What follows belongs to an exercise in optimizing a design on an open flow for small area, a short achievable clock period and few clock cycles per item; a production flow would make more cautious choices. In this exercise RTL edits were held to simulation tests only and were not proved equivalent to the original.

==> design/flow/design.v <==
module hsl_conv (
    input  wire       clk,
    input  wire       rst,
    input  wire       in_valid,
    output wire       in_ready,
    input  wire [7:0] in_r,
    input  wire [7:0] in_g,
    input  wire [7:0] in_b,
    output reg        out_valid,
    output reg  [8:0] out_hue,
    output reg  [9:0] out_sat,
    output reg  [9:0] out_light
);
    localparam [11:0] CUT = 12'b000010000101;    
    assign in_ready = 1'b1;
    reg       v0;
    reg [7:0] r0, g0, b0;
    always @(posedge clk) begin
        if (rst) v0 <= 1'b0;
        else     v0 <= in_valid;
        r0 <= in_r;
        g0 <= in_g;
        b0 <= in_b;
    end
    wire        v_a   [0:11], v   [0:11];
    wire [8:0]  s_a   [0:0],  s   [0:0];     
    wire [1:0]  lf_a  [1:11], lf  [1:11];    
    wire [7:0]  d_a   [0:1],  d   [0:1];
    wire [7:0]  e_a   [0:1],  e   [0:1];
    wire [2:0]  sec_a [0:6],  sec [0:6];     
    wire [7:0]  sR_a  [1:11], sR  [1:11];    
    wire [9:0]  sNQ_a [1:11], sNQ [1:11];    
    wire [7:0]  sD_a  [1:11], sD  [1:11];    
    wire [7:0]  hR_a  [1:6],  hR  [1:6];
    wire [5:0]  hNQ_a [1:6],  hNQ [1:6];
    wire [7:0]  hD_a  [1:6],  hD  [1:6];
    wire [8:0]  hue_a [7:11], hue [7:11];    
    function [8:0] add8(input [7:0] a, input [7:0] b, input ci);
        integer i;
        reg c;
        begin
            c = ci;
            for (i = 0; i < 8; i = i + 1) begin
                add8[i] = a[i] ^ b[i] ^ c;
                c = (a[i] & b[i]) | ((a[i] | b[i]) & c);
            end
            add8[8] = c;
        end
    endfunction
    function ge8(input [7:0] a, input [7:0] b);
        integer i;
        reg bw;
        begin
            bw = 1'b0;
            for (i = 0; i < 8; i = i + 1)
                bw = (~a[i] & b[i]) | ((~a[i] | b[i]) & bw);
            ge8 = ~bw;
        end
    endfunction
    wire rg = ge8(r0, g0);
    wire rb = ge8(r0, b0);
    wire gb = ge8(g0, b0);
    wire maxr = rg & rb;
    wire maxg = ~rg & gb;
    wire maxb = ~rb & ~gb;
    wire minr = ~rg & ~rb;
    wire ming = rg & ~gb;
    wire minb = rb & gb;
    wire pos  = maxr ? gb : (maxg ? ~rb : rg);
    wire [7:0] M   = ({8{maxr}} & r0) | ({8{maxg}} & g0) | ({8{maxb}} & b0);
    wire [7:0] mn  = ({8{minr}} & r0) | ({8{ming}} & g0) | ({8{minb}} & b0);
    wire [7:0] mid = ({8{~maxr & ~minr}} & r0) | ({8{~maxg & ~ming}} & g0)
                   | ({8{~maxb & ~minb}} & b0);
    wire [8:0] xd = add8(M, ~mn, 1'b1);
    wire [8:0] xe = add8(mid, ~mn, 1'b1);
    wire [8:0] xs = add8(M, mn, 1'b0);
    assign v_a[0]   = v0;
    assign d_a[0]   = xd[7:0];
    assign e_a[0]   = xe[7:0];
    assign s_a[0]   = xs;
    assign sec_a[0] = {maxr, maxg, pos};
    wire [8:0]  s1   = s[0];
    wire [7:0]  d1   = d[0];
    wire [7:0]  e1   = e[0];
    wire        pos1 = sec[0][0];
    wire [7:0]  D    = s1[8] ? ~s1[7:0] - 8'd1 : s1[7:0];    
    wire [17:0] Ns   = {d1, 10'd0} - {d1, 4'd0} - {d1, 3'd0} + D[7:1];
    wire [7:0]  dn   = d1 - {7'd0, ~pos1};
    wire [13:0] Nh   = {e1, 6'd0} - {e1, 2'd0} + dn[7:1];
    assign v_a[1]   = v[0];
    assign lf_a[1]  = {s1[8], D == 8'd0};
    assign d_a[1]   = d1;
    assign e_a[1]   = e1;
    assign sec_a[1] = sec[0];
    assign sR_a[1]  = Ns[17:10];
    assign sNQ_a[1] = Ns[9:0];
    assign sD_a[1]  = {D[7:1], D[0] | (D == 8'd0)};
    assign hR_a[1]  = Nh[13:6];
    assign hNQ_a[1] = Nh[5:0];
    assign hD_a[1]  = d1;     
    genvar k;
    generate
        for (k = 2; k <= 11; k = k + 1) begin : step
            wire [8:0] sT  = {sR[k-1], sNQ[k-1][9]};
            wire [7:0] sDv = sD[k-1];
            reg  [8:0] sb;                        
            integer j;
            always @(*) begin
                sb[0] = 1'b0;
                for (j = 0; j < 8; j = j + 1)
                    sb[j+1] = (~sT[j] & sDv[j]) | ((~sT[j] | sDv[j]) & sb[j]);
            end
            wire       sge = sT[8] | ~sb[8];      
            assign sR_a[k]  = sT[7:0] ^ ({8{sge}} & (sDv ^ sb[7:0]));
            assign sNQ_a[k] = {sNQ[k-1][8:0], sge};
            assign sD_a[k]  = sD[k-1];
            assign v_a[k]   = v[k-1];
            assign lf_a[k]  = lf[k-1];
            if (k <= 7) begin : h
                wire [8:0] hT  = {hR[k-1], hNQ[k-1][5]};
                wire [7:0] hDv = hD[k-1];
                reg  [8:0] hb;                    
                integer j;
                always @(*) begin
                    hb[0] = 1'b0;
                    for (j = 0; j < 8; j = j + 1)
                        hb[j+1] = (~hT[j] & hDv[j]) | ((~hT[j] | hDv[j]) & hb[j]);
                end
                wire       hge = hT[8] | ~hb[8];  
                wire [7:0] hRn = hT[7:0] ^ ({8{hge}} & (hDv ^ hb[7:0]));
                wire [5:0] hNn = {hNQ[k-1][4:0], hge};
                wire [2:0] sc  = sec[k-1];
                if (k < 7) begin : mid_
                    assign hR_a[k]  = hRn;
                    assign hNQ_a[k] = hNn;
                    assign hD_a[k]  = hD[k-1];
                    assign sec_a[k] = sc;
                end else begin : last
                    assign hue_a[k] = {sc, hNn};    
                end
            end else begin : hp
                assign hue_a[k] = hue[k-1];
            end
        end
        for (k = 0; k <= 11; k = k + 1) begin : pipe
            if (CUT[k]) begin : r
                reg v_q;
                always @(posedge clk) begin
                    if (rst) v_q <= 1'b0;
                    else     v_q <= v_a[k];
                end
                assign v[k] = v_q;
            end else begin : w
                assign v[k] = v_a[k];
            end
            if (k == 0) begin : s0
                if (CUT[k]) begin : r
                    reg [8:0] q;
                    always @(posedge clk) q <= s_a[k];
                    assign s[k] = q;
                end else begin : w
                    assign s[k] = s_a[k];
                end
            end else begin : lg
                if (CUT[k]) begin : r
                    reg [1:0] q;
                    always @(posedge clk) q <= lf_a[k];
                    assign lf[k] = q;
                end else begin : w
                    assign lf[k] = lf_a[k];
                end
            end
            if (k <= 1) begin : de
                if (CUT[k]) begin : r
                    reg [7:0] dq, eq;
                    always @(posedge clk) begin dq <= d_a[k]; eq <= e_a[k]; end
                    assign d[k] = dq; assign e[k] = eq;
                end else begin : w
                    assign d[k] = d_a[k]; assign e[k] = e_a[k];
                end
            end
            if (k <= 6) begin : sc
                if (CUT[k]) begin : r
                    reg [2:0] q;
                    always @(posedge clk) q <= sec_a[k];
                    assign sec[k] = q;
                end else begin : w
                    assign sec[k] = sec_a[k];
                end
            end
            if (k >= 1) begin : sd
                if (CUT[k]) begin : r
                    reg [7:0] rq, dq;
                    reg [9:0] nq;
                    always @(posedge clk) begin rq <= sR_a[k]; nq <= sNQ_a[k]; dq <= sD_a[k]; end
                    assign sR[k] = rq; assign sD[k] = dq;
                    if (k <= 6) begin : rd
                        wire [7:0] dh  = hD[k];
                        wire       n3  = dh[0] ^ dq[4];
                        wire       n4  = dh[1] ^ dq[5] ^ (dh[0] & dq[4]);
                        wire [9:0] msk = 10'b0000011111 << (k - 1);
                        wire [9:0] ins = {5'd0, n4, n3, dq[3:1]} << (k - 1);
                        assign sNQ[k] = (nq & ~msk) | ins;
                    end else if (k <= 8) begin : rb
                        wire [9:0] msk = 10'b0000000111 << (k - 1);
                        wire [9:0] ins = {7'd0, dq[3:1]} << (k - 1);
                        assign sNQ[k] = (nq & ~msk) | ins;
                    end else begin : kb
                        assign sNQ[k] = nq;
                    end
                end else begin : w
                    assign sR[k] = sR_a[k]; assign sNQ[k] = sNQ_a[k]; assign sD[k] = sD_a[k];
                end
            end
            if (k >= 1 && k <= 6) begin : hd
                if (CUT[k]) begin : r
                    reg [7:0] rq, dq;
                    reg [5:0] nq;
                    always @(posedge clk) begin rq <= hR_a[k]; nq <= hNQ_a[k]; dq <= hD_a[k]; end
                    assign hR[k] = rq; assign hD[k] = dq;
                    if (k <= 5) begin : rb
                        wire       ng  = ~sec[k][0];
                        wire       c0  = dq[1] ^ (ng & ~dq[0]);
                        wire       c1  = dq[2] ^ (ng & ~dq[0] & ~dq[1]);
                        wire [5:0] msk = 6'b000011 << (k - 1);
                        wire [5:0] ins = {4'd0, c1, c0} << (k - 1);
                        assign hNQ[k] = (nq & ~msk) | ins;
                    end else begin : kb
                        assign hNQ[k] = nq;
                    end
                end else begin : w
                    assign hR[k] = hR_a[k]; assign hNQ[k] = hNQ_a[k]; assign hD[k] = hD_a[k];
                end
            end
            if (k >= 7) begin : hu
                if (CUT[k] && k < 11) begin : r
                    reg [8:0] q;
                    always @(posedge clk) q <= hue_a[k];
                    assign hue[k] = q;
                end else begin : w
                    assign hue[k] = hue_a[k];
                end
            end
        end
    endgenerate
    wire [1:0]  lfe = lf_a[11];
    wire [7:0]  Dl  = {sD_a[11][7:1], sD_a[11][0] & ~lfe[0]};    
    reg  [3:0]  lt;                                                
    always @(*) begin
        case (Dl)
            8'd13: lt = 4'd1;
            8'd14: lt = 4'd1;
            8'd15: lt = 4'd1;
            8'd16: lt = 4'd1;
            8'd17: lt = 4'd1;
            8'd18: lt = 4'd1;
            8'd19: lt = 4'd1;
            8'd20: lt = 4'd1;
            8'd21: lt = 4'd1;
            8'd22: lt = 4'd1;
            8'd23: lt = 4'd1;
            8'd24: lt = 4'd1;
            8'd25: lt = 4'd1;
            8'd26: lt = 4'd1;
            8'd27: lt = 4'd1;
            8'd28: lt = 4'd1;
            8'd29: lt = 4'd1;
            8'd30: lt = 4'd1;
            8'd31: lt = 4'd1;
            8'd32: lt = 4'd1;
            8'd33: lt = 4'd1;
            8'd34: lt = 4'd1;
            8'd35: lt = 4'd1;
            8'd36: lt = 4'd1;
            8'd37: lt = 4'd1;
            8'd38: lt = 4'd1;
            8'd39: lt = 4'd2;
            8'd40: lt = 4'd2;
            8'd41: lt = 4'd2;
            8'd42: lt = 4'd2;
            8'd43: lt = 4'd2;
            8'd44: lt = 4'd2;
            8'd45: lt = 4'd2;
            8'd46: lt = 4'd2;
            8'd47: lt = 4'd2;
            8'd48: lt = 4'd2;
            8'd49: lt = 4'd2;
            8'd50: lt = 4'd2;
            8'd51: lt = 4'd2;
            8'd52: lt = 4'd2;
            8'd53: lt = 4'd2;
            8'd54: lt = 4'd2;
            8'd55: lt = 4'd2;
            8'd56: lt = 4'd2;
            8'd57: lt = 4'd2;
            8'd58: lt = 4'd2;
            8'd59: lt = 4'd2;
            8'd60: lt = 4'd2;
            8'd61: lt = 4'd2;
            8'd62: lt = 4'd2;
            8'd63: lt = 4'd2;
            8'd64: lt = 4'd3;
            8'd65: lt = 4'd3;
            8'd66: lt = 4'd3;
            8'd67: lt = 4'd3;
            8'd68: lt = 4'd3;
            8'd69: lt = 4'd3;
            8'd70: lt = 4'd3;
            8'd71: lt = 4'd3;
            8'd72: lt = 4'd3;
            8'd73: lt = 4'd3;
            8'd74: lt = 4'd3;
            8'd75: lt = 4'd3;
            8'd76: lt = 4'd3;
            8'd77: lt = 4'd3;
            8'd78: lt = 4'd3;
            8'd79: lt = 4'd3;
            8'd80: lt = 4'd3;
            8'd81: lt = 4'd3;
            8'd82: lt = 4'd3;
            8'd83: lt = 4'd3;
            8'd84: lt = 4'd3;
            8'd85: lt = 4'd3;
            8'd86: lt = 4'd3;
            8'd87: lt = 4'd3;
            8'd88: lt = 4'd3;
            8'd89: lt = 4'd3;
            8'd90: lt = 4'd4;
            8'd91: lt = 4'd4;
            8'd92: lt = 4'd4;
            8'd93: lt = 4'd4;
            8'd94: lt = 4'd4;
            8'd95: lt = 4'd4;
            8'd96: lt = 4'd4;
            8'd97: lt = 4'd4;
            8'd98: lt = 4'd4;
            8'd99: lt = 4'd4;
            8'd100: lt = 4'd4;
            8'd101: lt = 4'd4;
            8'd102: lt = 4'd4;
            8'd103: lt = 4'd4;
            8'd104: lt = 4'd4;
            8'd105: lt = 4'd4;
            8'd106: lt = 4'd4;
            8'd107: lt = 4'd4;
            8'd108: lt = 4'd4;
            8'd109: lt = 4'd4;
            8'd110: lt = 4'd4;
            8'd111: lt = 4'd4;
            8'd112: lt = 4'd4;
            8'd113: lt = 4'd4;
            8'd114: lt = 4'd4;
            8'd115: lt = 4'd5;
            8'd116: lt = 4'd5;
            8'd117: lt = 4'd5;
            8'd118: lt = 4'd5;
            8'd119: lt = 4'd5;
            8'd120: lt = 4'd5;
            8'd121: lt = 4'd5;
            8'd122: lt = 4'd5;
            8'd123: lt = 4'd5;
            8'd124: lt = 4'd5;
            8'd125: lt = 4'd5;
            8'd126: lt = 4'd5;
            8'd127: lt = 4'd5;
            8'd128: lt = 4'd5;
            8'd129: lt = 4'd5;
            8'd130: lt = 4'd5;
            8'd131: lt = 4'd5;
            8'd132: lt = 4'd5;
            8'd133: lt = 4'd5;
            8'd134: lt = 4'd5;
            8'd135: lt = 4'd5;
            8'd136: lt = 4'd5;
            8'd137: lt = 4'd5;
            8'd138: lt = 4'd5;
            8'd139: lt = 4'd5;
            8'd140: lt = 4'd5;
            8'd141: lt = 4'd6;
            8'd142: lt = 4'd6;
            8'd143: lt = 4'd6;
            8'd144: lt = 4'd6;
            8'd145: lt = 4'd6;
            8'd146: lt = 4'd6;
            8'd147: lt = 4'd6;
            8'd148: lt = 4'd6;
            8'd149: lt = 4'd6;
            8'd150: lt = 4'd6;
            8'd151: lt = 4'd6;
            8'd152: lt = 4'd6;
            8'd153: lt = 4'd6;
            8'd154: lt = 4'd6;
            8'd155: lt = 4'd6;
            8'd156: lt = 4'd6;
            8'd157: lt = 4'd6;
            8'd158: lt = 4'd6;
            8'd159: lt = 4'd6;
            8'd160: lt = 4'd6;
            8'd161: lt = 4'd6;
            8'd162: lt = 4'd6;
            8'd163: lt = 4'd6;
            8'd164: lt = 4'd6;
            8'd165: lt = 4'd6;
            8'd166: lt = 4'd7;
            8'd167: lt = 4'd7;
            8'd168: lt = 4'd7;
            8'd169: lt = 4'd7;
            8'd170: lt = 4'd7;
            8'd171: lt = 4'd7;
            8'd172: lt = 4'd7;
            8'd173: lt = 4'd7;
            8'd174: lt = 4'd7;
            8'd175: lt = 4'd7;
            8'd176: lt = 4'd7;
            8'd177: lt = 4'd7;
            8'd178: lt = 4'd7;
            8'd179: lt = 4'd7;
            8'd180: lt = 4'd7;
            8'd181: lt = 4'd7;
            8'd182: lt = 4'd7;
            8'd183: lt = 4'd7;
            8'd184: lt = 4'd7;
            8'd185: lt = 4'd7;
            8'd186: lt = 4'd7;
            8'd187: lt = 4'd7;
            8'd188: lt = 4'd7;
            8'd189: lt = 4'd7;
            8'd190: lt = 4'd7;
            8'd191: lt = 4'd7;
            8'd192: lt = 4'd8;
            8'd193: lt = 4'd8;
            8'd194: lt = 4'd8;
            8'd195: lt = 4'd8;
            8'd196: lt = 4'd8;
            8'd197: lt = 4'd8;
            8'd198: lt = 4'd8;
            8'd199: lt = 4'd8;
            8'd200: lt = 4'd8;
            8'd201: lt = 4'd8;
            8'd202: lt = 4'd8;
            8'd203: lt = 4'd8;
            8'd204: lt = 4'd8;
            8'd205: lt = 4'd8;
            8'd206: lt = 4'd8;
            8'd207: lt = 4'd8;
            8'd208: lt = 4'd8;
            8'd209: lt = 4'd8;
            8'd210: lt = 4'd8;
            8'd211: lt = 4'd8;
            8'd212: lt = 4'd8;
            8'd213: lt = 4'd8;
            8'd214: lt = 4'd8;
            8'd215: lt = 4'd8;
            8'd216: lt = 4'd8;
            8'd217: lt = 4'd9;
            8'd218: lt = 4'd9;
            8'd219: lt = 4'd9;
            8'd220: lt = 4'd9;
            8'd221: lt = 4'd9;
            8'd222: lt = 4'd9;
            8'd223: lt = 4'd9;
            8'd224: lt = 4'd9;
            8'd225: lt = 4'd9;
            8'd226: lt = 4'd9;
            8'd227: lt = 4'd9;
            8'd228: lt = 4'd9;
            8'd229: lt = 4'd9;
            8'd230: lt = 4'd9;
            8'd231: lt = 4'd9;
            8'd232: lt = 4'd9;
            8'd233: lt = 4'd9;
            8'd234: lt = 4'd9;
            8'd235: lt = 4'd9;
            8'd236: lt = 4'd9;
            8'd237: lt = 4'd9;
            8'd238: lt = 4'd9;
            8'd239: lt = 4'd9;
            8'd240: lt = 4'd9;
            8'd241: lt = 4'd9;
            8'd242: lt = 4'd9;
            8'd243: lt = 4'd10;
            8'd244: lt = 4'd10;
            8'd245: lt = 4'd10;
            8'd246: lt = 4'd10;
            8'd247: lt = 4'd10;
            8'd248: lt = 4'd10;
            8'd249: lt = 4'd10;
            8'd250: lt = 4'd10;
            8'd251: lt = 4'd10;
            8'd252: lt = 4'd10;
            8'd253: lt = 4'd10;
            8'd254: lt = 4'd10;
            8'd255: lt = 4'd10;
            default: lt = 4'd0;
        endcase
    end
    wire        sb  = lfe[1];
    wire [9:0]  la  = sb ? ~{1'b0, Dl, 1'b0} : {1'b0, Dl, 1'b0};
    wire [9:0]  lb  = sb ? (10'd1001 + {6'd0, lt}) : {6'h3f, ~lt};
    wire [9:0]  light = la + lb + {9'd0, ~sb};
    wire [2:0] sc   = hue_a[11][8:6];
    wire [5:0] hq   = (hue_a[11][5:0] == 6'd63) ? 6'd0 : hue_a[11][5:0];    
    wire [8:0] base = sc[2] ? (sc[0] ? 9'd0 : 9'd360) : (sc[1] ? 9'd120 : 9'd240);
    wire [8:0] hqx  = {3'd0, hq} ^ {9{~sc[0]}};
    reg  [8:0] hsum;
    reg        hc;
    integer    hi;
    always @(*) begin
        hc = ~sc[0];
        for (hi = 0; hi < 9; hi = hi + 1) begin
            hsum[hi] = base[hi] ^ hqx[hi] ^ hc;
            hc = (base[hi] & hqx[hi]) | ((base[hi] | hqx[hi]) & hc);
        end
    end
    wire [8:0] hue_o = (hsum == 9'd360) ? 9'd0 : hsum;
    always @(posedge clk) begin
        if (rst) out_valid <= 1'b0;
        else     out_valid <= v_a[11];
        out_hue   <= hue_o;
        out_sat   <= sNQ_a[11];
        out_light <= light;
    end
endmodule
==> design/flow/flow/run.sh <==
#!/bin/bash
# The standard layout (the standard.sh: ORFS synthesis through finish)
# with these changes in how it is made:
#  - ABC maps the logic with flow/abc_area.script (area-oriented mapping
#    without ABC's own buffering and gate sizing) instead of ORFS's
#    abc_area.script;
#  - every port still gets a buffer at global placement, but inputs get
#    buf_1 cells and outputs buf_2 cells instead of the default delay-cell
#    buffers (global_place.tcl calls buffer_ports once for each side);
#  - clock tree synthesis runs with ORFS's own arguments plus a clkbuf_16
#    root buffer and -dont_use_dummy_load (no dummy load cells).
# ORFS's scripts are copied into this folder and only those two files
# changed; the copy is used as SCRIPTS_DIR.
set -euo pipefail
here=$(pwd)
rm -rf "$here/orfs_scripts"
cp -r "$FLOW_HOME/scripts" "$here/orfs_scripts"
cp "$here/flow/abc_area.script" "$here/orfs_scripts/abc_area.script"
sed -i 's|^\( *\)buffer_ports {\*}\[env_var_or_empty BUFFER_PORTS_ARGS\]$|\1buffer_ports -inputs -buffer_cell sky130_fd_sc_hd__buf_1\n\1buffer_ports -outputs -buffer_cell sky130_fd_sc_hd__buf_2|' \
    "$here/orfs_scripts/global_place.tcl"
grep -q 'buffer_ports -outputs -buffer_cell' "$here/orfs_scripts/global_place.tcl"
bash standard.sh SCRIPTS_DIR="$here/orfs_scripts" \
    CTS_ARGS="-sink_clustering_enable -repair_clock_nets -root_buf sky130_fd_sc_hd__clkbuf_16 -buf_list sky130_fd_sc_hd__clkbuf_8 -dont_use_dummy_load" \
    finish > make_finish.log 2>&1
==> design/flow/flow/abc_area.script <==
strash
dch
map -B 0.5
topo
stime -c
==> design/flow/standard.sh <==
#!/bin/bash
# synth_recipe.tcl (not shown) runs the flow's synth.tcl, then flattens the netlist and writes it again
# the make line also repeats each setting of config.mk as NAME=value (left out here)
make -C /OpenROAD-flow-scripts/flow DESIGN_CONFIG=/design/flow/config.mk WORK_HOME=/design/flow/orfs CLKGATE_MAP_FILE= SYNTH_SCRIPT=/design/flow/synth_recipe.tcl "${@:-finish}"
==> design/flow/config.mk <==
export PLATFORM = sky130hd
export DESIGN_NAME = hsl_conv
export DESIGN_NICKNAME = hsl_conv
export VERILOG_FILES = /design/flow/design.v
export SDC_FILE = /design/flow/constraint.sdc
export NUM_CORES = 4
export LEC_CHECK = 0
export ABC_AREA = 1
export CAP_MARGIN = 20
export CORE_MARGIN = 2
export CORE_UTILIZATION = 40
export CTS_BUF_LIST = sky130_fd_sc_hd__clkbuf_8
export SLEW_MARGIN = 20
==> design/flow/constraint.sdc <==
create_clock -name core_clock -period 35.0 [get_ports {clk}]
set_input_delay 7.0000 -clock core_clock [delete_from_list [all_inputs] [get_ports {clk}]]
set_output_delay 7.0000 -clock core_clock [all_outputs]
set_load 0.01 [all_outputs]
==> results of run 1 <==
layout by cell type (no fill, tap or decap), types with 6 or more instances in the layout:
cell type	instances
sky130_fd_sc_hd__nand2_1	479
sky130_fd_sc_hd__clkinv_1	230
sky130_fd_sc_hd__xor2_1	189
sky130_fd_sc_hd__dfxtp_1	165
sky130_fd_sc_hd__nand3_1	145
sky130_fd_sc_hd__o21ai_0	85
sky130_fd_sc_hd__ha_1	57
sky130_fd_sc_hd__nor2_1	56
sky130_fd_sc_hd__a21oi_1	52
sky130_fd_sc_hd__buf_2	30
sky130_fd_sc_hd__fa_1	29
sky130_fd_sc_hd__buf_1	26
sky130_fd_sc_hd__xnor2_1	16
sky130_fd_sc_hd__clkbuf_8	16
sky130_fd_sc_hd__or2_2	14
sky130_fd_sc_hd__nand4_1	9
sky130_fd_sc_hd__o22ai_1	9
sky130_fd_sc_hd__a22o_2	8
sky130_fd_sc_hd__and2_2	7
sky130_fd_sc_hd__a31oi_1	6
cell usage after synthesis (2+ instances only):
| cell | n |
|---|---|
| sky130_fd_sc_hd__nor2_1 | 56 |
| sky130_fd_sc_hd__xor2_1 | 189 |
| sky130_fd_sc_hd__nand2_1 | 479 |
| sky130_fd_sc_hd__nor3_1 | 4 |
| sky130_fd_sc_hd__nand4_1 | 9 |
| sky130_fd_sc_hd__o31ai_1 | 2 |
| sky130_fd_sc_hd__a21oi_1 | 52 |
| sky130_fd_sc_hd__and2_2 | 7 |
| sky130_fd_sc_hd__or2_2 | 14 |
| sky130_fd_sc_hd__o211ai_1 | 2 |
| sky130_fd_sc_hd__dfxtp_1 | 165 |
| sky130_fd_sc_hd__a31oi_1 | 6 |
| sky130_fd_sc_hd__ha_1 | 57 |
| sky130_fd_sc_hd__nand3b_1 | 4 |
| sky130_fd_sc_hd__clkinv_1 | 230 |
| sky130_fd_sc_hd__o21ai_0 | 85 |
| sky130_fd_sc_hd__o21bai_1 | 2 |
| sky130_fd_sc_hd__o221ai_1 | 5 |
| sky130_fd_sc_hd__a22o_2 | 8 |
| sky130_fd_sc_hd__a21o_2 | 3 |
| sky130_fd_sc_hd__o221a_2 | 2 |
| sky130_fd_sc_hd__xnor2_1 | 16 |
| sky130_fd_sc_hd__o21a_1 | 4 |
| sky130_fd_sc_hd__buf_1 | 3 |
| sky130_fd_sc_hd__o22ai_1 | 9 |
| sky130_fd_sc_hd__fa_1 | 29 |
| sky130_fd_sc_hd__maj3_1 | 4 |
| sky130_fd_sc_hd__nand3_1 | 145 |
| sky130_fd_sc_hd__a22oi_1 | 5 |
flip-flops by register name (all words and copies together) (netlist names):
register and cells:
pipe.sd.r.nq 16, pipe.sd.r.rq 16, pipe.sd.r.dq 12, out_light 10
out_sat 10, out_hue 9, pipe.s0.r.q 9, pipe.hu.r.q 9
b0 8, g0 8, pipe.de.r.eq 8, pipe.hd.r.dq 8
pipe.hd.r.rq 8, r0 8, pipe.de.r.dq 7, pipe.sc.r.q 6
pipe.hd.r.nq 4, pipe.lg.r.q 4, pipe.r.v_q 3, out_valid 1
v0 1
worst max-delay path by stage:
| stage | end | slack (ps) |
|---|---|---|
| floorplan | out_hue[0] | 27670 |
| global placement | out_sat[9] | 27600 |
| detailed placement | out_sat[0] | 27480 |
| CTS | out_hue[8] | 27140 |
| global route | out_sat[0] | 26150 |
| finish | out_hue[1] | 27170 |
per-stage QoR:
stage,setup slack (ps),hold WS (ps),instances,instance area [um2]
after floorplan,27670,309.6,1605,11420
after global placement,27600,310.2,2035,12130
after detailed placement,27480,312.1,2035,12130
after CTS,27140,306.2,2052,12370
after global routing,26150,320.0,2052,12370
final,27170,312.1,2052,12370
cell type report:
| type | count | area (um2) | area share |
|---|---|---|---|
| repair buffers | 56 | 247.7 | 0.02003 |
| well taps | 378 | 473.0 | 0.03823 |
| flip-flops and latches | 165 | 3303 | 0.2670 |
| inverters | 230 | 863.3 | 0.06979 |
| multi-input cells | 1206 | 7238 | 0.5851 |
| clock buffers | 17 | 245.2 | 0.01982 |
logic make-up after synthesis:
logic type	Yosys count	synth area share
AND/OR/NAND/NOR	720	0.2622
buffers and inverters	234	0.07722
XOR/XNOR	205	0.1572
AO/OA/AOI/OAI	190	0.09715
flip-flops	165	0.2892
adder cells (fa/ha/maj)	90	0.1168
other	1	0.0003283
layer usage:
layer	vias up	wire (um)
li1	5253	-
met1	4291	10760
met2	151	10370
met3	29	647
met4	0	482
met5	-	0
==> impl_metrics.toml, run 1 <==
[floorplanning]
rows = 61
design.die.area_mm2 = 0.02993
die-height_um = 173.0
coreArea_mm2 = 0.02793
io-pin-count = 58
effective_utilization_at_floorplan = 0.4089
die_x_um = 173.0

[setup_path]
timing.critical_path.max_delay_family = "flip-flops"
path_class = "reg2out"
worst_path_required_time_ps = 28000
worst-path-max-fanout = 1
critPathLaunch = "out_hue[1]"
setup.worst_path.start_class = "flop"
setup.worst_path.end_class = "primary output"
critPathArrivalTime_ps = 830
rr_endpoint = "out_sat[0]"
critical_path.slowest_cell = "sky130_fd_sc_hd__dfxtp_1"
cp_cell_sequence = "buf_2"
crit_cells = 1
r2r_setup_slack_ps = 27500
rr_startpoint = "pipe[7].sd.r.dq[0]"
reg2regPathDepth = 55
count_of_buffering_cells_on_the_critical_path_with_inverters_included = 1
cp_slowest_stage_delay_ps = 320

[logic_synthesis]
synth_fp_nets = 1718
postSynth.asyncResetShare = 0
library_cell_with_the_largest_summed_area_after_synthesis = "sky130_fd_sc_hd__dfxtp_1"
postSynth.topFlopCell = "sky130_fd_sc_hd__dfxtp_1"
ys_seq_area_frac = 0.2892
yosys_register_bits = 165
synthCells = 1605
synth_area_mm2 = 0.01142
synth.top_cells.by_area = "sky130_fd_sc_hd__dfxtp_1 (29%), sky130_fd_sc_hd__nand2_1 (16%), sky130_fd_sc_hd__xor2_1 (14%)"
yosysWarningCount = 1
synth.distinct_cells = 38
synth.top_cell.area_share = 0.2892
post_synth.cell_area_avg_um2 = 7.117
synth_enable_flop_cells = 0

[worst_hold_path]
worst_hold_path.num_cells = 0
worstHoldStart = "pipe[7].sd.r.nq[0]"
timing.hold.worst_endpoint = "out_sat[4]"
worst_hold_path_type = "reg2reg"

[global_route]
global_route.overflow_total = 0
grt_antenna_before_repair = 0
grt_use_total = 0.1527
met3_routing_resource_usage_after_global_routing = 0.02419
gr-max-usage-layer = "met2"
grt_first_pass_wirelength_um = 38860
via_count_of_the_first_global_routing_pass = 8861
grt_max_degree = 19
met1_usage = 0.1898
use_met2 = 0.2667

[cts]
cts-resized-gates = 0
tritoncts.num_buffers = 17
clkTransAtPathRegs_ps = 100
tritoncts_clock_tree = "built"
cts_post_setup_buffers_inserted = 0
cts-hold-fix-buffers = 0
ctsRootBufferMaster = "sky130_fd_sc_hd__clkbuf_16"
htree_num_levels = 4
ctsLongestPathBuffers = 2
clock-sinks = 165
clk-insertion-delay-late_ps = 390

[route]
drt_drc_violations_left = 0
vias = 9724
dr.pass1.iters = 5
detail_route.vias_per_cell = 4.739
drt_iter0_markers = 399
detail-route-antenna-nets = 0
routedWlPerCell_um = 10.85
drt_wl_total_um = 22260

[timing]
timing.final.max_slew_violations = 0
fin_setup_tns_ps = 0
remaining_max_slew_budget_at_the_tightest_pin = 0.3750
rsz0062_at_grt = "false"
hold_viol = 0
fin_crit_sh = 0.2236
final.setup_skew_ps = 41.45
timing.final.crit_period_ps = 7826
finalSetupViolations = 0
maximum_clock_frequency_mhz = 127.8
tightest_slew_ps = 927.7

[cells_and_area]
area_delta_synth_final_pct = 8.291
number_of_nets_in_the_finished_design = 1789
finalCoreUtilization = 0.4428
antennaDiodeCount = 0
drive_above_1_share = 0.04958
num-fill-cells = 2878

[place]
numPortBuffers = 56
place_congestion = 0.8126
dpl.hpwl_um = 17970

[status]
result_of_the_run = "complete, no violations"

[flow_run]
max_cap_viols = 0
Testbench counts, summed over its fixed seeds: cycles 8,040, items 8,000.
==> inputs of run 2 (changes only) <==
--- a/design/flow/flow/run.sh
+++ b/design/flow/flow/run.sh
@@ -20,5 +20,5 @@
     "$here/orfs_scripts/global_place.tcl"
 grep -q 'buffer_ports -outputs -buffer_cell' "$here/orfs_scripts/global_place.tcl"
 bash standard.sh SCRIPTS_DIR="$here/orfs_scripts" \
-    CTS_ARGS="-sink_clustering_enable -repair_clock_nets -root_buf sky130_fd_sc_hd__clkbuf_16 -buf_list sky130_fd_sc_hd__clkbuf_8 -dont_use_dummy_load" \
+    CTS_ARGS="-sink_clustering_enable -repair_clock_nets -root_buf sky130_fd_sc_hd__clkbuf_16 -buf_list sky130_fd_sc_hd__clkbuf_8 -dont_use_dummy_load -sink_clustering_size 30 -sink_clustering_max_diameter 200 -sink_buffer_max_cap_derate 1.0" \
     finish > make_finish.log 2>&1
==> impl_metrics.toml, run 2 <==
[logic_synthesis]
synth_top_family_by_area = "simple AND/OR/NAND/NOR gates"
synth.distinct_cells = 38
synth_fp_nets = 1718
synth.top_cells.by_area = "sky130_fd_sc_hd__dfxtp_1 (29%), sky130_fd_sc_hd__nand2_1 (16%), sky130_fd_sc_hd__xor2_1 (14%)"
yosys.area_share.xor_xnor = 0.1572
ys_seq_area_frac = 0.2892
yosys_register_bits = 165
post_synth_top_cells = "sky130_fd_sc_hd__nand2_1 (479), sky130_fd_sc_hd__clkinv_1 (230), sky130_fd_sc_hd__xor2_1 (189)"
synth_mux_area_frac = 0
library_cell_with_the_largest_summed_area_after_synthesis = "sky130_fd_sc_hd__dfxtp_1"
synth_area_mm2 = 0.01142
postSynth.topFlopCell = "sky130_fd_sc_hd__dfxtp_1"
post_synth_and_or_nand_nor_area_fraction = 0.2622
postSynth.asyncResetShare = 0
synth.top_cell.area_share = 0.2892
synth_enable_flop_cells = 0
post_synth.cell_area_avg_um2 = 7.117
yosysWarningCount = 1
synth_adder_area_share = 0.1168
synth-compound-area-share = 0.09715
synth.most_common_cell = "sky130_fd_sc_hd__nand2_1"
synthCells = 1605

[cts]
htree_num_levels = 4
ctsRootBufferMaster = "sky130_fd_sc_hd__clkbuf_16"
cts-hold-fix-buffers = 0
clkTransAtPathRegs_ps = 100
clock-sinks = 165
tritoncts_clock_tree = "built"
ctsLongestPathBuffers = 2
clk-insertion-delay-late_ps = 390
cts_post_setup_buffers_inserted = 0
cts-resized-gates = 0
tritoncts.num_buffers = 17

[setup_path]
worst-path-max-fanout = 1
cp_slowest_stage_delay_ps = 320
setup.worst_path.end_class = "primary output"
critPathLaunch = "out_hue[1]"
cp_cell_sequence = "buf_2"
rr_startpoint = "pipe[7].sd.r.dq[0]"
setup.worst_path.start_class = "flop"
timing.critical_path.max_delay_family = "flip-flops"
critical_path.slowest_cell = "sky130_fd_sc_hd__dfxtp_1"
path_class = "reg2out"
critPathArrivalTime_ps = 830
count_of_buffering_cells_on_the_critical_path_with_inverters_included = 1
worst_path_required_time_ps = 28000
r2r_setup_slack_ps = 27500

[cells_and_area]
drive_above_1_share = 0.04958
final_cell_area_mm2 = 0.01237
antennaDiodeCount = 0
area_delta_synth_final_pct = 8.291
layout_common_cells = "sky130_fd_sc_hd__nand2_1 (479), sky130_fd_sc_hd__clkinv_1 (230), sky130_fd_sc_hd__xor2_1 (189)"
largest_registers_in_the_final_layout = "pipe.sd.r.nq: 16 flops, pipe.sd.r.rq: 16 flops, pipe.sd.r.dq: 12 flops"
number_of_nets_in_the_finished_design = 1789
num-fill-cells = 2878
post_layout_nonfiller_instances = 2052
most_common_cell_after_layout_fill_and_taps_aside = "sky130_fd_sc_hd__nand2_1"

[global_route]
grt_max_degree = 19
via_count_of_the_first_global_routing_pass = 8861
grt_antenna_before_repair = 0
met1_usage = 0.1898
global_route.overflow_total = 0
grt_first_pass_wirelength_um = 38860
grt_use_total = 0.1527
met3_routing_resource_usage_after_global_routing = 0.02419
use_met2 = 0.2667
gr-max-usage-layer = "met2"

[place]
numPortBuffers = 56
place_congestion = 0.8126
place_inst = 2035
pre_cts_slack_ps = 27480
detailed_place.area_mm2 = 0.01213
dpl.hpwl_um = 17970

[floorplanning]
die-height_um = 173.0
coreArea_mm2 = 0.02793
design.die.area_mm2 = 0.02993
die_x_um = 173.0
rows = 61
effective_utilization_at_floorplan = 0.4089
io-pin-count = 58

[route]
vias = 9724
drt_iter0_markers = 399
detail-route-antenna-nets = 0
dr.pass1.iters = 5
routedWlPerCell_um = 10.85
drt_wl_total_um = 22260
drt_drc_violations_left = 0
detail_route.vias_per_cell = 4.739

[timing]
setup_ws_ps = 27170
final.setup_skew_ps = 41.45
fin_setup_tns_ps = 0
rsz0062_at_grt = "false"
fin_crit_sh = 0.2236
timing.final.crit_period_ps = 7826
hold_viol = 0
finalSetupViolations = 0
timing.final.max_slew_violations = 0
remaining_max_slew_budget_at_the_tightest_pin = 0.3750
maximum_clock_frequency_mhz = 127.8
tightest_slew_ps = 927.7

[flow_run]
max_cap_viols = 0

[worst_hold_path]
worstHoldStart = "pipe[7].sd.r.nq[0]"
worst_hold_path_type = "reg2reg"

[status]
result_of_the_run = "complete, no violations"
## run 2: cell counts after synthesis
Identical to the previous run, type by type.
## run 2: area by class of cell
cell class / instances / area, um2 / area share
Multi-Input combinational cell: 1206 / 7238 / 0.5851
Sequential cell: 165 / 3303 / 0.2670
Inverter: 230 / 863.3 / 0.06979
Tap cell: 378 / 473.0 / 0.03823
Timing Repair Buffer: 56 / 247.7 / 0.02003
Clock buffer: 17 / 245.2 / 0.01982
## run 2: cells by family after synthesis
logic type	after synthesis
simple gates	720
buf+inv	234
other cells	1
compound gates	190
fa+ha+maj	90
xor+xnor	205
flops	165
## run 2: through the flow
stage | hold slack, ps | utilization
after detailed placement | 312.1 | 0.4341
after CTS | 306.2 | 0.4428
final | 312.1 | 0.4428
after global placement | 310.2 | 0.4341
after floorplan | 309.6 | -
after global routing | 320.0 | 0.4428
## run 2: worst paths after layout
| path | end | cells past startpoint |
|---|---|---|
| max | out_hue[1] | 1 |
| min | out_sat[4] | 0 |
| max reg2reg | out_sat[0] | 55 |
| min reg2reg | out_sat[4] | 0 |
## run 2: metal layers
| layer | vias to the layer above | routed length (um) |
|---|---|---|
| met5 | - | 0 |
| met4 | 0 | 482 |
| li1 | 5253 | - |
| met2 | 151 | 10370 |
| met3 | 29 | 647 |
| met1 | 4291 | 10760 |
==> inputs of run 3 (changes only) <==
==> design/flow/run.sh (new file) <==
#!/bin/bash
# synth_recipe.tcl (not shown) runs the flow's synth.tcl, then flattens the netlist and writes it again
# the make line also repeats each setting of config.mk as NAME=value (left out here)
make -C /OpenROAD-flow-scripts/flow DESIGN_CONFIG=/design/flow/config.mk WORK_HOME=/design/flow/orfs CLKGATE_MAP_FILE= SYNTH_SCRIPT=/design/flow/synth_recipe.tcl finish
removed: design/flow/flow/run.sh
removed: design/flow/flow/abc_area.script
removed: design/flow/standard.sh
==> impl_metrics.toml, run 3 <==
[cts]
ctsRootBufferMaster = "sky130_fd_sc_hd__clkbuf_8"
cts-resized-gates = 0
ctsLongestPathBuffers = 2
clkTransAtPathRegs_ps = 90
tritoncts.num_buffers = 17
cts_post_setup_buffers_inserted = 0
clock-sinks = 165
clk-insertion-delay-late_ps = 470
cts-hold-fix-buffers = 0
htree_num_levels = 4
tritoncts_clock_tree = "built"

[timing]
timing.final.max_slew_violations = 0
fin_crit_sh = 0.2373
tightest_slew_ps = 626.5
fin_setup_tns_ps = 0
timing.final.crit_period_ps = 8307
setup_ws_ps = 26690
final.setup_skew_ps = 18.72
finalSetupViolations = 0
hold_viol = 0
rsz0062_at_grt = "false"
maximum_clock_frequency_mhz = 120.4
hold_slack_ps = 327.3
remaining_max_slew_budget_at_the_tightest_pin = 0.5817

[place]
place_inst = 2122
place_congestion = 0.8197
pre_cts_slack_ps = 27180
numPortBuffers = 56
dpl.hpwl_um = 19150

[logic_synthesis]
library_cell_with_the_largest_summed_area_after_synthesis = "sky130_fd_sc_hd__dfxtp_1"
synth_enable_flop_cells = 0
synth_fp_nets = 1834
post_synth.cell_area_avg_um2 = 7.019
synth_area_mm2 = 0.01208
synth.most_common_cell = "sky130_fd_sc_hd__nand2_1"
synth.distinct_cells = 55
synthCells = 1721
synth.top_cells.by_area = "sky130_fd_sc_hd__dfxtp_1 (27%), sky130_fd_sc_hd__nand2_1 (15%), sky130_fd_sc_hd__xor2_1 (9.5%)"
postSynth.topFlopCell = "sky130_fd_sc_hd__dfxtp_1"
postSynth.asyncResetShare = 0
yosysWarningCount = 1
post_synth_top_cells = "sky130_fd_sc_hd__nand2_1 (485), sky130_fd_sc_hd__inv_1 (243), sky130_fd_sc_hd__nand3_1 (193)"
synth.top_cell.area_share = 0.2734
yosys_register_bits = 165
ys_seq_area_frac = 0.2734

[route]
drt_iter0_markers = 437
drt_drc_violations_left = 0
drt_wl_total_um = 23540
vias = 10154
dr.pass1.iters = 4
routedWlPerCell_um = 10.95
detail-route-antenna-nets = 0
detail_route.vias_per_cell = 4.721

[floorplanning]
coreArea_mm2 = 0.02972
design.die.area_mm2 = 0.03161
effective_utilization_at_floorplan = 0.4065
die_x_um = 177.8
rows = 63
die-height_um = 177.8
io-pin-count = 58

[setup_path]
critical_path.slowest_cell = "sky130_fd_sc_hd__clkdlybuf4s50_1"
count_of_buffering_cells_on_the_critical_path_with_inverters_included = 1
critPathArrivalTime_ps = 1310
setup.worst_path.start_class = "flop"
worst-path-max-fanout = 1
worst_path_required_time_ps = 28000
setup.worst_path.end_class = "primary output"
timing.critical_path.max_delay_family = "buffers and inverters"
path_class = "reg2out"
cp_slowest_stage_delay_ps = 520
cp_cell_sequence = "clkdlybuf4s50_1"

[global_route]
grt_max_degree = 18
grt_use_total = 0.1566
global_route.overflow_total = 0
via_count_of_the_first_global_routing_pass = 9416
grt_antenna_before_repair = 0
grt_first_pass_wirelength_um = 41020

[cells_and_area]
num-fill-cells = 3050
largest_registers_in_the_final_layout = "pipe.sd.r.nq: 16 flops, pipe.sd.r.rq: 16 flops, pipe.sd.r.dq: 12 flops"
antennaDiodeCount = 0
layout_common_cells = "sky130_fd_sc_hd__nand2_1 (485), sky130_fd_sc_hd__inv_1 (248), sky130_fd_sc_hd__nand3_1 (193)"
most_common_cell_after_layout_fill_and_taps_aside = "sky130_fd_sc_hd__nand2_1"
drive_above_1_share = 0.07439
area_delta_synth_final_pct = 9.291
number_of_nets_in_the_finished_design = 1864
post_layout_nonfiller_instances = 2151

[status]
result_of_the_run = "complete, no violations"

[worst_hold_path]
worst_hold_path_type = "reg2reg"

[flow_run]
max_cap_viols = 0
==> run 3: changes by cell type after synthesis, moves of 10 or more <==
cell,delta
sky130_fd_sc_hd__o21ai_0,-38
sky130_fd_sc_hd__xnor2_1,+12
sky130_fd_sc_hd__inv_1,+243
sky130_fd_sc_hd__clkinv_1,-226
sky130_fd_sc_hd__nand3_2,+35
sky130_fd_sc_hd__nand3_1,+48
sky130_fd_sc_hd__clkbuf_1,+24
sky130_fd_sc_hd__nand2_2,+31
sky130_fd_sc_hd__buf_2,+10
sky130_fd_sc_hd__a21oi_1,-11
sky130_fd_sc_hd__o21ai_1,+14
sky130_fd_sc_hd__xor2_1,-58
==> run 3: logic make-up (layout without fill, tap and decap cells) <==
group                      after synthesis  after routing  share of synthesized area
adders and majority gates               87             87                     0.1079
buffers and inverters                  302            342                     0.1011
DFF                                    165            165                     0.2734
AOI/OAI and AO/OA                      156            156                    0.07768
other                                    1              1                  0.0003104
and+or+nand+nor                        849            849                     0.3221
xor gates and xnor gates               160            160                     0.1166
muxes                                    1              1                  0.0008286
==> run 3: cell type report <==
type                       instances  area, um2  area share
tap                              390      488.0     0.03696
sequential                       165       3303      0.2502
inverter                         256      968.4     0.07335
multi-input combinational       1254       7556      0.5723
clock buffer                      20      275.3     0.02085
clock inverter                     9      43.79    0.003317
timing repair buffer              57      568.0     0.04302
==> run 3: per-stage QoR <==
stage	area (um2)	util
global route	13200	0.4443
detailed placement	12880	0.4335
global placement	12880	0.4335
CTS	13200	0.4443
finish	13200	0.4443
floorplan	12080	-
==> run 3: worst paths after layout <==
path | start | to | slack, ps | depth (start not counted)
setup reg to reg | pipe[2].sd.r.dq[0] | pipe[7].sd.r.rq[0] | 28600 | 59
hold reg to reg | pipe[2].sc.r.q[2] | pipe[7].hu.r.q[8] | 330 | 0
setup / recovery | out_sat[6] | out_sat[6] | 26690 | 1
hold / removal | pipe[2].sc.r.q[2] | pipe[7].hu.r.q[8] | 330 | 0
==> run 3: per-layer routing <==
metal,track usage,wire [um],share of wire
met5,0,0,0
met4,0.05225,464,0.020
met2,0.2825,11380,0.48
met1,0.1890,11170,0.47
met3,0.02356,535,0.023

what the ideal ports hide:
No port has a modelled driver above. Below, the same layouts with a new extraction and two added sets of constraints. Step 1: set_driving_cell puts a clkbuf_16 on clk and a buf_2 on each other input, an assumption about the parent block. Step 2 moves the port delays by t, midway between the first and last clock arrival at a register: inputs arrive t later, outputs are due t later. That takes back most of the time a late clock gives input paths. Slacks: no drivers / after step 1 / after step 2; pairs: no drivers / after step 1.
run	t (ns)	setup WS [ns]	clock arrival spread, ns
run 1	0.416	27.175 / 27.124 / 27.501	0.043 / 0.043
run 2	0.416	27.175 / 27.124 / 27.501	0.043 / 0.043
run 3	0.498	26.693 / 26.651 / 27.149	0.022 / 0.022
After both steps setup and hold are still met in every run listed.
